This design comes from an exercise in tuning for small area on the open sky130 flow, not from production work.
In this exercise RTL edits were held to simulation tests only and were not proved equivalent to the original.
No activity file was given, so power comes from the tool's default toggle rates.

## oak
Design sfs, start of the top module:
module sfs (
    input  wire        clk,
    input  wire        rst,
    input  wire        s_valid,
    input  wire        s_err,
    input  wire [7:0]  s_data,
    output wire        s_ready,
    output wire        m_valid,
    input  wire        m_ready,
    output reg  [31:0] m_seconds_index,
    output reg  [63:0] m_energy_count,
    output reg  [63:0] m_power,
    output reg  [63:0] m_power_l1,
    output reg  [63:0] m_power_l2,
    output reg  [63:0] m_power_l3,
    output reg  [15:0] m_voltage_l1,
    output reg  [15:0] m_voltage_l2,
    output reg  [15:0] m_voltage_l3,
    input  wire [63:0] ts_in,
    output reg  [63:0] m_timestamp,
    output wire        io_error,
    output wire        diag_valid,
    output reg  [1:0]  diag_reason
);
    localparam [1:0] ST_HUNT   = 2'd0;
    localparam [1:0] ST_ACC    = 2'd1;
    localparam [1:0] ST_EMIT   = 2'd2;
    localparam [1:0] ST_FAILED = 2'd3;
    reg  [1:0] st;
    reg  [8:0] pos;       
    reg  [2:0] run;       
    reg [15:0] crc;       
    reg [15:0] crc_sv;    
    reg        em_ok;     
    wire hunt = (st == ST_HUNT);
    wire acc  = (st == ST_ACC);
    assign s_ready    = !rst && !st[1];
    assign m_valid    = !rst && (st == ST_EMIT);
    assign io_error   = (st == ST_FAILED);
    assign diag_valid = |diag_reason;
    wire take   = s_valid && s_ready;
    wire take_b = take && !s_err;
    wire take_e = take && s_err;
    wire wr     = take_b && acc;
    function [15:0] crc16_byte;
        input [15:0] c_in;
        input [7:0]  b;
        integer k;
        reg [15:0] c;
        begin
            c = c_in ^ {8'h00, b};
            for (k = 0; k < 8; k = k + 1)
                c = c[0] ? ((c >> 1) ^ 16'h8408) : (c >> 1);
            crc16_byte = c;
        end
    endfunction
    wire        is_esc   = (s_data == 8'h1b);
    wire        is_soh   = (s_data == 8'h01);
    wire        hmatch   = pos[2] ? is_soh : is_esc;
    wire        trl      = (pos >= 9'd396);
    wire        last     = (pos == 9'd403);
    wire        collapse = !trl && is_esc && (run == 3'd7);
  ...
Size: about 510 flip-flops, about 16,000 sq um of cells after synthesis.
export LEC_CHECK = 0
export CAP_MARGIN = 0
export CORE_MARGIN = 2
export CORE_UTILIZATION = 60
export PLACE_DENSITY = 0.7
export SLEW_MARGIN = 0
export SYNTH_MEMORY_MAX_BITS = 8192
create_clock -name core_clock -period 10.0 [get_ports {clk}]
standard.sh (not shown) runs the stock make flow with config.mk's settings and CLKGATE_MAP_FILE= SYNTH_SCRIPT=/design/flow/synth_recipe.tcl, a recipe that flattens the netlist after the stock synthesis.
==> flow/flow/run.sh <==
#!/bin/bash
# Standard layout (standard.sh's make command), except:
# - synthesis maps the logic with an area-oriented ABC script (flow/synth.tcl),
# - the port buffers are the smallest buffer cell instead of the one
#   buffer_ports picks by default,
# - the clock tree is built from clkbuf_8 cells with sink clusters of at most
#   12 flip-flops.
set -euo pipefail
here=$(pwd)
export AREA_ABC_SCRIPT=$here/flow/area.script
export BUFFER_PORTS_ARGS="-buffer_cell sky130_fd_sc_hd__buf_1"
export CTS_ARGS="-sink_clustering_enable -repair_clock_nets -sink_clustering_size 12 -sink_clustering_max_diameter 50 -buf_list sky130_fd_sc_hd__clkbuf_8"
sed "s#SYNTH_SCRIPT=[^ ]*#SYNTH_SCRIPT=$here/flow/synth.tcl#" standard.sh > own.sh
grep -q "SYNTH_SCRIPT=$here/flow/synth.tcl" own.sh
bash own.sh > own.log 2>&1
==> flow/flow/area.script <==
&get -n
&st
&deepsyn -T 20
&dch
&nf -R 1000 -p
&put
==> flow/flow/synth.tcl <==
# The standard flow's synthesis script (synth_recipe.tcl), with ABC's technology mapping
# run by an area-oriented script (flow/area.script) instead of ORFS's speed
# script, which also buffers and upsizes; the layout repairs drive strength
# later anyway. Registers are mapped before ABC, so they are unchanged.
proc synth {args} { yosys synth -nofsm -noshare {*}$args }
proc abc {args} {
  set i [lsearch $args -script]
  if {$i >= 0} {
    set args [lreplace $args $i [expr {$i + 1}] -script $::env(AREA_ABC_SCRIPT)]
  }
  yosys abc {*}$args
}
source $::env(SCRIPTS_DIR)/synth.tcl
# left out here: clear keep_hierarchy, flatten, clean up, hide names made inside functions, write 1_2_yosys.v
oak: all stages complete, timing, DRC and antenna checks passed
[inputs] pine vs oak
- CORE_UTILIZATION now 70, was 60
- CAP_MARGIN now 20, was 0
- PLACE_DENSITY now 0.8, was 0.7
- SLEW_MARGIN now 20, was 0
==> flow/flow/run.sh <==
#!/bin/bash
# Standard layout (standard.sh's make command), except:
# - synthesis maps the logic with an area-oriented ABC script (flow/synth.tcl),
# - the port buffers are the smallest buffer cell instead of the one
#   buffer_ports picks by default,
# - the clock tree is built from clkbuf_8 cells with sink clusters of at most
#   16 flip-flops.
set -euo pipefail
here=$(pwd)
export AREA_ABC_SCRIPT=$here/flow/area.script
export BUFFER_PORTS_ARGS="-buffer_cell sky130_fd_sc_hd__buf_1"
export CTS_ARGS="-sink_clustering_enable -repair_clock_nets -sink_clustering_size 16 -sink_clustering_max_diameter 60 -buf_list sky130_fd_sc_hd__clkbuf_8"
sed "s#SYNTH_SCRIPT=[^ ]*#SYNTH_SCRIPT=$here/flow/synth.tcl#" standard.sh > own.sh
grep -q "SYNTH_SCRIPT=$here/flow/synth.tcl" own.sh
bash own.sh > own.log 2>&1
Results
Both conditions hold for pine: the flow ran to the end and the final layout passed the timing, design-rule and antenna checks.
pine against oak: area after synthesis roughly the same, worst setup slack before clock tree synthesis -480 ps, non-clock buffer share of cell area grew by 0.15 points, cell area shows a reduction of 330 sq um, maximum clock skew at final layout saw an increase.
pine ends up with higher starting utilization of the core area than oak does.
Utilization: pine and oak compared, higher one is pine
Between pine and oak, the global-route usage is higher for pine.
From oak to pine the numbers moved as follows: quantity of gates resized following cts closely matched the old numbers, routed wire length on met2 moved down.
A slowest stage cell on the critical path of sky130_fd_sc_hd__nor4_1 is what oak shows, while sky130_fd_sc_hd__nor3_1 belongs to pine.
The number of well taps in oak is 1.20 times that in pine.
Relative to pine, the following input files were edited for birch:
- swapping 70 for 60 in CORE_UTILIZATION
- swapping 0.8 for 0.7 in PLACE_DENSITY
==> flow/flow/run.sh <==
#!/bin/bash
# Standard layout (standard.sh's make command), except:
# - synthesis maps the logic with an area-oriented ABC script (flow/synth.tcl),
# - the port buffers are the smallest buffer cell instead of the one
#   buffer_ports picks by default,
# - the clock tree is built from clkbuf_8 cells with sink clusters of at most
#   12 flip-flops.
set -euo pipefail
here=$(pwd)
export AREA_ABC_SCRIPT=$here/flow/area.script
export BUFFER_PORTS_ARGS="-buffer_cell sky130_fd_sc_hd__buf_1"
export CTS_ARGS="-sink_clustering_enable -repair_clock_nets -sink_clustering_size 12 -sink_clustering_max_diameter 50 -buf_list sky130_fd_sc_hd__clkbuf_8"
sed "s#SYNTH_SCRIPT=[^ ]*#SYNTH_SCRIPT=$here/flow/synth.tcl#" standard.sh > own.sh
grep -q "SYNTH_SCRIPT=$here/flow/synth.tcl" own.sh
bash own.sh > own.log 2>&1
--- outcome ---
- All of pine and birch finish clean.
- Compared with pine, in birch final weighted congestion in routability-driven placement lower, global-route usage has decreased, later-pin clock latency in the skew report went up by 20 ps, reg2reg setup slack rose by 130 ps.
- Going from pine to birch, shortest period the worst path allows now sits higher; total clock network power now sits higher; power share of the combinational group fell 0.2 points.
- Wire: birch routes less than pine
Input-level comparison between maple and birch:
==> flow/flow/run.sh <==
#!/bin/bash
# Standard layout, except: the port buffers are the smallest buffer cell
# instead of the one buffer_ports picks by default, and the clock tree is
# built from clkbuf_8 cells with sink clusters of at most 12 flip-flops.
set -euo pipefail
export BUFFER_PORTS_ARGS="-buffer_cell sky130_fd_sc_hd__buf_1"
export CTS_ARGS="-sink_clustering_enable -repair_clock_nets -sink_clustering_size 12 -sink_clustering_max_diameter 50 -buf_list sky130_fd_sc_hd__clkbuf_8"
bash standard.sh > standard.log 2>&1
removed: flow/flow/area.script
removed: flow/flow/synth.tcl
Notes after the runs:
Of birch and maple, the run reporting the lower instance count of the mapped netlist was birch.
Looking at post-route clock period utilization, maple sits below birch.
Taking birch as the reference, in maple fraction of met1 tracks used by global routing moved down, post-layout minimum cycle time down 1330 ps.
## Diff of input files: cedar against maple
- CORE_UTILIZATION changed from 60 to 40
- PLACE_DENSITY removed (was 0.7)
--- outcome ---
cedar finished every step from synthesis to the final layout, and the layout passed the timing, design-rule and antenna checks. As far as final-layout worst hold slack is concerned, maple and cedar perform about the same. In cedar relative to maple, count of filler cells inserted in the layout had gone up by more than half. Relative to maple, the met3 demand-to-capacity share in global routing of cedar is lower by 2.4 points. Count of buffer and inverter cells on the critical path ends up lower on cedar. In cedar relative to maple, final cell count had gone up by a little under 10%. Per the comparison of cedar with maple, sequential share of power fell 2.5 points, layout-stage area growth over the synthesis result +2.0 points, starting DRC count in detailed routing decreased 27%, die height now sits higher.

## static timing again, ports no longer ideal
In the flow no input, the clock included, has a driving cell. The finished layouts below were timed again as built, in two steps.
Step 1 sets driving cells, clkbuf_16 on the clock port and buf_2 on the other inputs (assumed; they add their load-dependent delay and slew).
Step 2 adds t to the input delays and takes it off the output delays; t is the mean of the earliest and latest rising clock arrival at the registers after step 1. Input paths then give back, and output paths get back, about the clock's delay inside the block.
a / b / c = ideal / step 1 / step 2; a / b = the first two.
run | t (ns) | slack for setup (ns) | worst setup path after step 2 | clock arrival spread, ns | worst data-port slew with drivers (ns)
oak | 0.631 | 4.651 / 4.676 / 4.045 | input to register | 0.018 / 0.018 | 0.15
pine | 0.609 | 4.106 / 4.110 / 3.501 | input to register | 0.040 / 0.039 | 0.12
birch | 0.629 | 4.016 / 4.040 / 3.411 | input to register | 0.034 / 0.035 | 0.12
maple | 0.636 | 5.344 / 5.323 / 4.821 | input to register | 0.016 / 0.016 | 0.05
cedar | 0.690 | 5.079 / 5.046 / 4.448 | input to register | 0.032 / 0.033 | 0.05
After both steps setup and hold are still met in every run listed. For cedar, which loses most, drivers alone change the setup slack by -0.033 ns; drivers and shift together by -0.631 ns.
